This is an optimization exercise on Yosys and OpenROAD, whose aim is a short achievable clock period and few clock cycles, not a production implementation. Function was checked by simulation only, so behaviour that the tests miss may differ from the original. Power is estimated from default activity; no workload was simulated.

==> flow/design.v <==
module turquoise (
    input  wire        clk,
    input  wire        rst,
    input  wire        cmd_valid,
    output wire        cmd_ready,
    input  wire [1:0]  cmd_op,
    input  wire [7:0]  cmd_data,
    output wire        resp_valid,
    output reg         resp_halted,
    output reg         resp_fault,
    output reg  [15:0] cur_x,
    output reg  [15:0] cur_y,
    output reg         paint_valid,
    output reg  [8:0]  paint_x,
    output reg  [7:0]  paint_y,
    output reg         paint_color
);
    localparam ROM_SIZE = 128;
    localparam WIDTH    = 272;
    localparam HEIGHT   = 192;
    localparam X0       = 136;
    localparam Y0       = 96;
    localparam OP_TICK  = 2'd0;
    localparam OP_BEGIN = 2'd1;
    localparam OP_BYTE  = 2'd2;
    localparam OP_END   = 2'd3;
    localparam S_IDLE  = 2'd0;
    localparam S_CHECK = 2'd1;
    localparam S_EXEC  = 2'd2;
    localparam S_RESP  = 2'd3;
    reg [1:0] state;
    reg [7:0] mem [0:2*ROM_SIZE-1];
    reg       act;
    reg [7:0] rom_len;
    reg [7:0] stage_len;
    reg       stage_ovf;
    reg       trk_term;
    reg [8:0] trk_next;
    reg [7:0] base;
    reg [7:0] body_k;
    reg [7:0] pass;
    reg [3:0] op_r;
    reg       flipx;    
    reg       flipy;
    reg       mirror;
    reg       draw;
    reg       color;
    assign cmd_ready  = (state == S_IDLE);
    assign resp_valid = (state == S_RESP);
    wire accept = cmd_valid && cmd_ready;
    wire [7:0] cnt_byte = mem[{act, base[6:0]}];
    wire [7:0] cyc_byte = mem[{act, base[6:0] + 7'd1}];
    wire [7:0] pay_addr = base + 8'd2 + {1'b0, body_k[7:1]};
    wire [7:0] pay_byte = mem[{act, pay_addr[6:0]}];
    wire [3:0] nibble   = body_k[0] ? pay_byte[3:0] : pay_byte[7:4];
    wire [7:0] half_n   = {1'b0, cnt_byte[7:1]} + {7'd0, cnt_byte[0]};    
    wire [7:0] next_base = base + 8'd2 + half_n;
    wire prog_done = (base >= rom_len) || (cnt_byte == 8'd0);
    wire rule_done = (pass >= cyc_byte);
    reg               is_move;
    reg signed [1:0]  dx, dy;
    always @(*) begin
        is_move = 1'b1;
        dx = 2'sd0;
        dy = 2'sd0;
        case (op_r)
            4'h1: begin dx =  2'sd1; dy =  2'sd0; end
            4'h2: begin dx = -2'sd1; dy =  2'sd0; end
            4'h4: begin dx =  2'sd0; dy = -2'sd1; end
            4'h5: begin dx =  2'sd1; dy = -2'sd1; end
            4'h6: begin dx = -2'sd1; dy = -2'sd1; end
            4'h8: begin dx =  2'sd0; dy =  2'sd1; end
            4'h9: begin dx =  2'sd1; dy =  2'sd1; end
            4'hA: begin dx = -2'sd1; dy =  2'sd1; end
            default: is_move = 1'b0;
        endcase
    end
    wire signed [1:0] mx = mirror ? dy : dx;
    wire signed [1:0] my = mirror ? dx : dy;
    wire signed [1:0] ex = flipx ? -mx : mx;
    wire signed [1:0] ey = flipy ? -my : my;
    wire signed [15:0] nx = $signed(cur_x) + {{14{ex[1]}}, ex};
    wire signed [15:0] ny = $signed(cur_y) + {{14{ey[1]}}, ey};
    wire in_bounds = (nx >= 16'sd0) && (nx < WIDTH) && (ny >= 16'sd0) && (ny < HEIGHT);
    wire [7:0] half_d     = {1'b0, cmd_data[7:1]} + {7'd0, cmd_data[0]};
    wire       load_fault = stage_ovf || (!trk_term && (trk_next != {1'b0, stage_len}));
    always @(posedge clk) begin
        if (accept && cmd_op == OP_BYTE && stage_len < ROM_SIZE)
            mem[{~act, stage_len[6:0]}] <= cmd_data;
    end
    always @(posedge clk) begin
        if (rst) begin
            state       <= S_IDLE;
            act         <= 1'b0;
            rom_len     <= 8'd0;
            stage_len   <= 8'd0;
            stage_ovf   <= 1'b0;
            trk_term    <= 1'b0;
            trk_next    <= 9'd0;
            base        <= 8'd0;
            body_k      <= 8'd0;
            pass        <= 8'd0;
            op_r        <= 4'd0;
            cur_x       <= X0;
            cur_y       <= Y0;
            flipx       <= 1'b0;
            flipy       <= 1'b0;
            mirror      <= 1'b0;
            draw        <= 1'b1;
            color       <= 1'b1;
            resp_halted <= 1'b0;
            resp_fault  <= 1'b0;
            paint_valid <= 1'b0;
            paint_x     <= 9'd0;
            paint_y     <= 8'd0;
            paint_color <= 1'b0;
        end else begin
            paint_valid <= 1'b0;
            case (state)
                S_IDLE: begin
                    if (accept) begin
                        resp_halted <= 1'b0;
                        resp_fault  <= 1'b0;
                        case (cmd_op)
                            OP_TICK: state <= S_CHECK;
                            OP_BEGIN: begin
                                stage_len <= 8'd0;
                                stage_ovf <= 1'b0;
                                trk_term  <= 1'b0;
                                trk_next  <= 9'd0;
                                state     <= S_RESP;
                            end
                            OP_BYTE: begin
                                if (stage_len == ROM_SIZE) begin
                                    stage_ovf <= 1'b1;
                                end else begin
                                    stage_len <= stage_len + 8'd1;
                                    if (!trk_term && trk_next == {1'b0, stage_len}) begin
                                        if (cmd_data == 8'd0)
                                            trk_term <= 1'b1;
                                        else
                                            trk_next <= {1'b0, stage_len} + 9'd2 + {1'b0, half_d};
                                    end
                                end
                                state <= S_RESP;
                            end
                            OP_END: begin
                                resp_fault <= load_fault;
                                if (!load_fault) begin
                                    act     <= ~act;
                                    rom_len <= stage_len;
                                    base    <= 8'd0;
                                    body_k  <= 8'd0;
                                    pass    <= 8'd0;
                                end
                                stage_len <= 8'd0;
                                stage_ovf <= 1'b0;
                                trk_term  <= 1'b0;
                                trk_next  <= 9'd0;
                                state     <= S_RESP;
                            end
                        endcase
                    end
                end
                S_CHECK: begin
                    if (prog_done) begin
                        resp_halted <= 1'b1;
                        state       <= S_RESP;
                    end else if (rule_done) begin
                        base   <= next_base;
                        body_k <= 8'd0;
                        pass   <= 8'd0;
                    end else begin
                        op_r <= nibble;
                        if (body_k + 8'd1 == cnt_byte) begin
                            body_k <= 8'd0;
                            pass   <= pass + 8'd1;
                        end else begin
                            body_k <= body_k + 8'd1;
                        end
                        state <= S_EXEC;
                    end
                end
                S_EXEC: begin
                    case (op_r)
                        4'h3: flipx  <= ~flipx;
                        4'hB: flipy  <= ~flipy;
                        4'h7: mirror <= ~mirror;
                        4'hC: color  <= ~color;
                        4'hD: draw   <= ~draw;
                        default: ;
                    endcase
                    if (is_move) begin
                        cur_x <= nx;
                        cur_y <= ny;
                        if (draw && in_bounds) begin
                            paint_valid <= 1'b1;
                            paint_x     <= nx[8:0];
                            paint_y     <= ny[7:0];
                            paint_color <= color;
                        end
                    end
                    state <= S_RESP;
                end
                default: begin  
                    state <= S_IDLE;
                end
            endcase
        end
    end
endmodule
==> flow/run.sh <==
#!/bin/bash
# synth_recipe.tcl (not shown) runs the flow's synth.tcl, then flattens the netlist and writes it again
# the make line also repeats each setting of config.mk as NAME=value (left out here)
make -C /OpenROAD-flow-scripts/flow DESIGN_CONFIG=/design/flow/config.mk WORK_HOME=/design/flow/orfs CLKGATE_MAP_FILE= SYNTH_SCRIPT=/design/flow/synth_recipe.tcl finish
==> flow/config.mk <==
export PLATFORM = sky130hd
export DESIGN_NAME = turquoise
export DESIGN_NICKNAME = turquoise
export VERILOG_FILES = /design/flow/design.v
export SDC_FILE = /design/flow/constraint.sdc
export NUM_CORES = 4
export LEC_CHECK = 0
export CAP_MARGIN = 20
export CORE_MARGIN = 2
export CORE_UTILIZATION = 40
export SLEW_MARGIN = 20
export SYNTH_MEMORY_MAX_BITS = 4096
==> flow/constraint.sdc <==
create_clock -name core_clock -period 12.0 [get_ports {clk}]
set_input_delay 2.4000 -clock core_clock [delete_from_list [all_inputs] [get_ports {clk}]]
set_output_delay 2.4000 -clock core_clock [all_outputs]
set_load 0.01 [all_outputs]
==> tab_implementation.tex <==
\begin{tabular}{lr}
\hline
Metric & Value \\
\hline
\multicolumn{2}{l}{\textbf{Synth}} \\
\quad Combined area of all synthesized cells & 120000 um\^{}2 \\
\quad Synthesized area divided by synthesized cell count & 18.0 um\^{}2 \\
\quad Count of synthesis-stage warnings from yosys & 1 \\
\quad Complex-gate fraction of the synthesized area & 0.0396 \\
\quad Seq/Total Area, Yosys & 0.532 \\
\quad Adder-cell share of the synthesized area & 0.0103 \\
\quad Share of cell area taken by muxes after synthesis & 0.350 \\
\quad Total nets after synthesis & 6761 \\
\quad Synthesized-area fraction occupied by and/or/nand/nor cells & 0.0345 \\
\quad Commonest cells in the netlist & 2048 x sky130\_fd\_sc\_hd\_\_edfxtp\_1, 1660 x sky130\_fd\_sc\_hd\_\_mux4\_2, 438 x sky130\_fd\_sc\_hd\_\_nor2\_1 \\
\quad Dominant register cell in the synthesized netlist & sky130\_fd\_sc\_hd\_\_edfxtp\_1 \\
\quad Fraction of synthesized cell area taken by the top area cell type & 0.512 \\
\quad Share of the synthesized netlist area taken by xor and xnor gates & 0.00653 \\
\quad Post-synthesis cell type with the largest combined area & sky130\_fd\_sc\_hd\_\_edfxtp\_1 \\
\quad Largest family of logic cells by synthesized area & multiplexers \\
\quad Top area cells in the synthesized netlist & sky130\_fd\_sc\_hd\_\_edfxtp\_1 51\%, sky130\_fd\_sc\_hd\_\_mux4\_2 31\%, sky130\_fd\_sc\_hd\_\_mux2i\_1 2.6\%, sky130\_fd\_sc\_hd\_\_dfxtp\_1 2.0\%, sky130\_fd\_sc\_hd\_\_nor2\_1 1.4\% \\
\quad Share of async-settable or async-resettable flops after synthesis & 0 \\
\quad Number of flops mapped to enable cells by yosys & 2048 \\
\quad Most common cell in the netlist & sky130\_fd\_sc\_hd\_\_edfxtp\_1 \\
\quad Number of distinct library cell variants in the gate-level netlist after synthesis & between 90 and 100 \\
\quad Flip-flop and latch count after synthesis & 2169 \\
\quad Gate Count Post-Synth & 6653 \\
\multicolumn{2}{l}{\textbf{Worst setup path}} \\
\quad Cell with the most instances on the worst path & sky130\_fd\_sc\_hd\_\_mux4\_2 \\
\quad Required time of the worst setup path & 12.82 ns \\
\quad Sum of buffers and inverters on the critical path & 4 \\
\quad Worst-path cell with the longest stage delay & sky130\_fd\_sc\_hd\_\_dfxtp\_4 \\
\quad Cells traversed along the worst timing path & buf\_4 > buf\_4 > buf\_4 > mux4\_2 > mux4\_2 > mux4\_2 > mux4\_2 > inv\_1 > ha\_1 > nor2b\_1 > o21ai\_0 > a21oi\_1 > nor2\_1 > o21ai\_0 > nor2\_1 > nand2\_1 > mux2i\_1 > or2\_2 > ha\_1 > o32ai\_1 \\
\quad Launching element type of the critical path & register \\
\quad Endpoint type of the worst setup path & register \\
\quad Delay of the slowest cell on the worst path & 0.97 ns \\
\quad Worst EP arrival & 9.14 ns \\
\quad Maximum fanout count along the critical path & 57 \\
\quad Crit Path Category & register to register \\
\quad Cell type group with the largest total delay on the critical path & buffers and inverters \\
\multicolumn{2}{l}{\textbf{Route}} \\
\quad Number of antenna-violating nets in the routed design & 0 \\
\quad Wire length on met2 & 194 mm \\
\quad Via Count & approximately 76000 \\
\quad Metal1 wirelength & 154 mm \\
\quad Highest layer used for signal routing & met5 \\
\quad First-pass DRT Iterations & 8 \\
\quad Routed wirelength normalized by instance count & 39.7 um \\
\quad Final wirelength & 431 mm \\
\quad DRC marker count from the first detailed-route iteration & 11400 \\
\quad Amount of wire on met3 after detailed routing & 58.3 mm \\
\quad Number of remaining DRC errors & 0 \\
\quad Vias per cell & between 7 and 8 \\
\multicolumn{2}{l}{\textbf{Timing}} \\
\quad Tmin final & 8.31 ns \\
\quad Final Slew Violations & 0 \\
\quad Slew margin rel. & 0.142 \\
\quad Fraction of the cycle the final worst path needs & 0.693 \\
\quad Final Hold Violating Endpoints & 0 \\
\quad Setup\_tns & 0 ns \\
\quad Setup-violating endpoint count in the final report & 0 \\
\quad Setup repair after global routing missed its margin & no \\
\quad Worst clock skew on the final layout & 0.0677 ns \\
\quad Maximum operating frequency & 120 MHz \\
\quad Measured slew at the worst slew-check pin & approximately 1.3 ns \\
\multicolumn{2}{l}{\textbf{GRT}} \\
\quad Total global-route track usage & 0.281 \\
\quad Largest net degree at the start of global routing & 165 \\
\quad Via count of the first global-routing pass & roughly 74000 \\
\quad Initial antenna violation count & 23 \\
\quad Overflow after GRT & 0 \\
\quad Wire length of the first global-routing pass & 597 mm \\
\multicolumn{2}{l}{\textbf{Cells and area}} \\
\quad Final Net Count & about 6800 \\
\quad Fraction of final layout cells with drive strength greater than 1 & 0.372 \\
\quad Area growth from synthesis to layout & 11.3\% \\
\quad Count of fill cells added during filler insertion & 25400 \\
\quad Design area & roughly 130000 um\^{}2 \\
\multicolumn{2}{l}{\textbf{Placed design}} \\
\quad Routability Congestion & around 0.93 \\
\quad Half-perimeter wire length of the detailed placement result & 269 mm \\
\quad Count of input and output buffers & 67 \\
\quad DP Area & 126000 um\^{}2 \\
\multicolumn{2}{l}{\textbf{Pwr}} \\
\quad Total power density per cell area & 147 nW/um\^{}2 \\
\quad Power Internal & 0.0142 W \\
\quad Proportion of power drawn by flip-flops and latches & 0.424 \\
\quad Fraction of power spent switching nets & 0.279 \\
\quad Clock group share of total power & 0.377 \\
\quad Net switching power figure & 0.00549 W \\
\quad Worst supply voltage drop on vdd & 0.000133 V \\
\quad Combinational share of power & 0.199 \\
\quad Static Leakage & between 40 and 50 nW \\
\multicolumn{2}{l}{\textbf{Clock network}} \\
\quad Total of hold buffers inserted after clock tree synthesis & 0 \\
\quad Reg clk slew, reported paths & 0.06 ns \\
\quad H-Tree Depth & 4 \\
\quad Clock buffer count from CTS & 236 \\
\quad Resized Gates After CTS & 0 \\
\quad Buffer levels on the longest clock path & 4 \\
\quad Clock root buffer & sky130\_fd\_sc\_hd\_\_clkbuf\_16 \\
\quad Clock Sink Count & 2169 \\
\quad Count of buffers added by post-CTS timing repair for setup & 0 \\
\quad Clock tree from TritonCTS & done \\
\quad Clock insertion delay at the later pin of the skew report & 0.94 ns \\
\multicolumn{2}{l}{\textbf{Die}} \\
\quad Floorplan core area & between 200000 and 300000 um\^{}2 \\
\quad Placement row count & 201 \\
\quad Overall die width & about 550 um \\
\quad Initial cell density of the core & 0.401 \\
\quad Die area & 305000 um\^{}2 \\
\quad Top-level port count & 68 \\
\quad Die Ht & approximately 550 um \\
\multicolumn{2}{l}{\textbf{Hold path}} \\
\quad HP Class & register to register \\
\multicolumn{2}{l}{\textbf{Run status}} \\
\quad Result of the run & timing/DRC/antenna clean \\
\multicolumn{2}{l}{\textbf{Flow run}} \\
\quad Reported max-cap violation count & 0 \\
\hline
\end{tabular}
[layer usage]
metal  vias up  global-route usage
li1      28900                   -
met1     40500               0.363
met2      5653               0.420
met3      1097               0.101
met4        18               0.135
met5         -             0.00235
[cell families (layout without fill, tap and decap cells)]
kind of cell / count (synthesis) / after routing
AOI/OAI and AO/OA: 647 / 647
xor gates and xnor gates: 88 / 88
adders and majority gates: 95 / 95
buffers and inverters: 645 / 859
DFF: 2169 / 2169
muxes: 2076 / 2076
other: 0 / 30
and+or+nand+nor: 933 / 933
[power by group through the flow]
| stage | combinational (W) | clock [W] | sequential, W |
|---|---|---|---|
| 2_1_floorplan | 0.00249 | 0 | 0.00847 |
| 3_3_place_gp | 0.00382 | 0 | 0.00849 |
| 3_5_place_dp | 0.00383 | 0 | 0.00850 |
| 4_1_cts | 0.00384 | 0.00745 | 0.00833 |
| 5_1_grt | 0.00403 | 0.00773 | 0.00833 |
| 6_report | 0.00391 | 0.00740 | 0.00834 |
[flip-flops by register name (all words and copies together), names as in the netlist, 2 cells and up]
name	count
paint_y	8
body_k	8
rom_len	8
dy	2
mem	2048
state	2
cur_x	16
paint_x	9
dx	2
op_r	4
trk_next	9
pass	8
base	8
stage_len	8
cur_y	16
[metrics by stage]
stage           util  total power (W)  setup slack (ns)  cells  hold WS [ns]
2_1_floorplan      -           0.0110              5.67   6653         0.456
3_3_place_gp   0.420           0.0123              3.87  10400         0.439
3_5_place_dp   0.420           0.0123              3.94  10400         0.455
4_1_cts        0.446           0.0196              3.90  10800         0.464
5_1_grt        0.446           0.0201              3.31  10800         0.471
6_report       0.447           0.0196              3.69  10900         0.463
[area by class of cell]
| class | count | area [um^2] | area share |
|---|---|---|---|
| clock buffers | 279 | 6100 | 0.0456 |
| diodes | 30 | 75.1 | 0.000562 |
| clock inverters | 152 | 1600 | 0.0120 |
| repair buffers | 375 | 3340 | 0.0250 |
| flip-flops and latches | 2169 | 63900 | 0.478 |
| well taps | 3958 | 4950 | 0.0370 |
| multi-input cells | 3839 | 53500 | 0.400 |
| inverters | 53 | 199 | 0.00149 |
[tightest hold or removal path: stages, from the launching register on]
cell and delay (ns):
sky130_fd_sc_hd__dfxtp_1 0.31, sky130_fd_sc_hd__nand2_1 0.05, sky130_fd_sc_hd__a21oi_1 0.05
[worst paths after layout]
| check | end | slack, ns | cells after the start | startpoint |
|---|---|---|---|---|
| worst max-delay path | is_move$_DFF_P_ | 3.69 | 20 | base[0]$_SDFFE_PP0P_ |
| worst min-delay path | paint_x[6]$_SDFFE_PP0P_ | 0.46 | 2 | paint_x[6]$_SDFFE_PP0P_ |
| worst max register to register | is_move$_DFF_P_ | 3.69 | 20 | base[0]$_SDFFE_PP0P_ |
| worst min register to register | paint_x[6]$_SDFFE_PP0P_ | 0.46 | 2 | paint_x[6]$_SDFFE_PP0P_ |
[placed cells by master, fill, tap and decap left out, types with 17 or more instances in the layout]
cell,count
sky130_fd_sc_hd__edfxtp_1,2048
sky130_fd_sc_hd__mux4_2,1660
sky130_fd_sc_hd__nor2_1,375
sky130_fd_sc_hd__mux2i_1,311
sky130_fd_sc_hd__buf_4,280
sky130_fd_sc_hd__clkbuf_16,236
sky130_fd_sc_hd__nand2_1,192
sky130_fd_sc_hd__a21oi_1,115
sky130_fd_sc_hd__dfxtp_1,115
sky130_fd_sc_hd__ha_1,86
sky130_fd_sc_hd__a22oi_1,81
sky130_fd_sc_hd__mux2_2,71
sky130_fd_sc_hd__nand3_1,69
sky130_fd_sc_hd__a211oi_1,60
sky130_fd_sc_hd__nor2_2,60
sky130_fd_sc_hd__clkdlybuf4s50_1,58
sky130_fd_sc_hd__xnor2_1,55
sky130_fd_sc_hd__inv_1,51
sky130_fd_sc_hd__nor3_1,47
sky130_fd_sc_hd__clkinv_1,44
sky130_fd_sc_hd__o22ai_1,41
sky130_fd_sc_hd__a22o_1,41
sky130_fd_sc_hd__clkbuf_1,40
sky130_fd_sc_hd__o21ai_0,39
sky130_fd_sc_hd__nand4_1,39
sky130_fd_sc_hd__o221ai_1,38
sky130_fd_sc_hd__clkinv_2,38
sky130_fd_sc_hd__a31oi_1,32
sky130_fd_sc_hd__a211o_1,31
sky130_fd_sc_hd__diode_2,30
sky130_fd_sc_hd__a221oi_1,29
sky130_fd_sc_hd__bufinv_16,28
sky130_fd_sc_hd__xor2_1,25
sky130_fd_sc_hd__buf_12,24
sky130_fd_sc_hd__mux4_1,23
sky130_fd_sc_hd__nor2b_1,22
sky130_fd_sc_hd__a21o_1,21
sky130_fd_sc_hd__clkinvlp_4,20
sky130_fd_sc_hd__and2_1,17
Testbench counts, summed over its fixed seeds: cycles 776,472.

what the ideal ports hide:
The results above use ideal ports. As a check the final layout listed here was re-extracted and re-timed, cells and wires unchanged.
Step 1 assumes that a clkbuf_16 drives the clock port and a buf_2 every other input.
Step 2 moves the port delays by t, midway between the first and last clock arrival at a register: inputs arrive t later, outputs are due t later. That takes back most of the time a late clock gives input paths.
Slacks: ideal / step 1 / step 2; pairs: ideal / step 1.
t (ns): 1.029
setup slack, ns: 3.685 / 3.685 / 3.685
clock arrival spread, ns: 0.068 / 0.068
After both steps setup and hold are still met in this run. For this run, drivers alone change the setup slack by 0.000 ns; drivers and shift together by 0.000 ns.
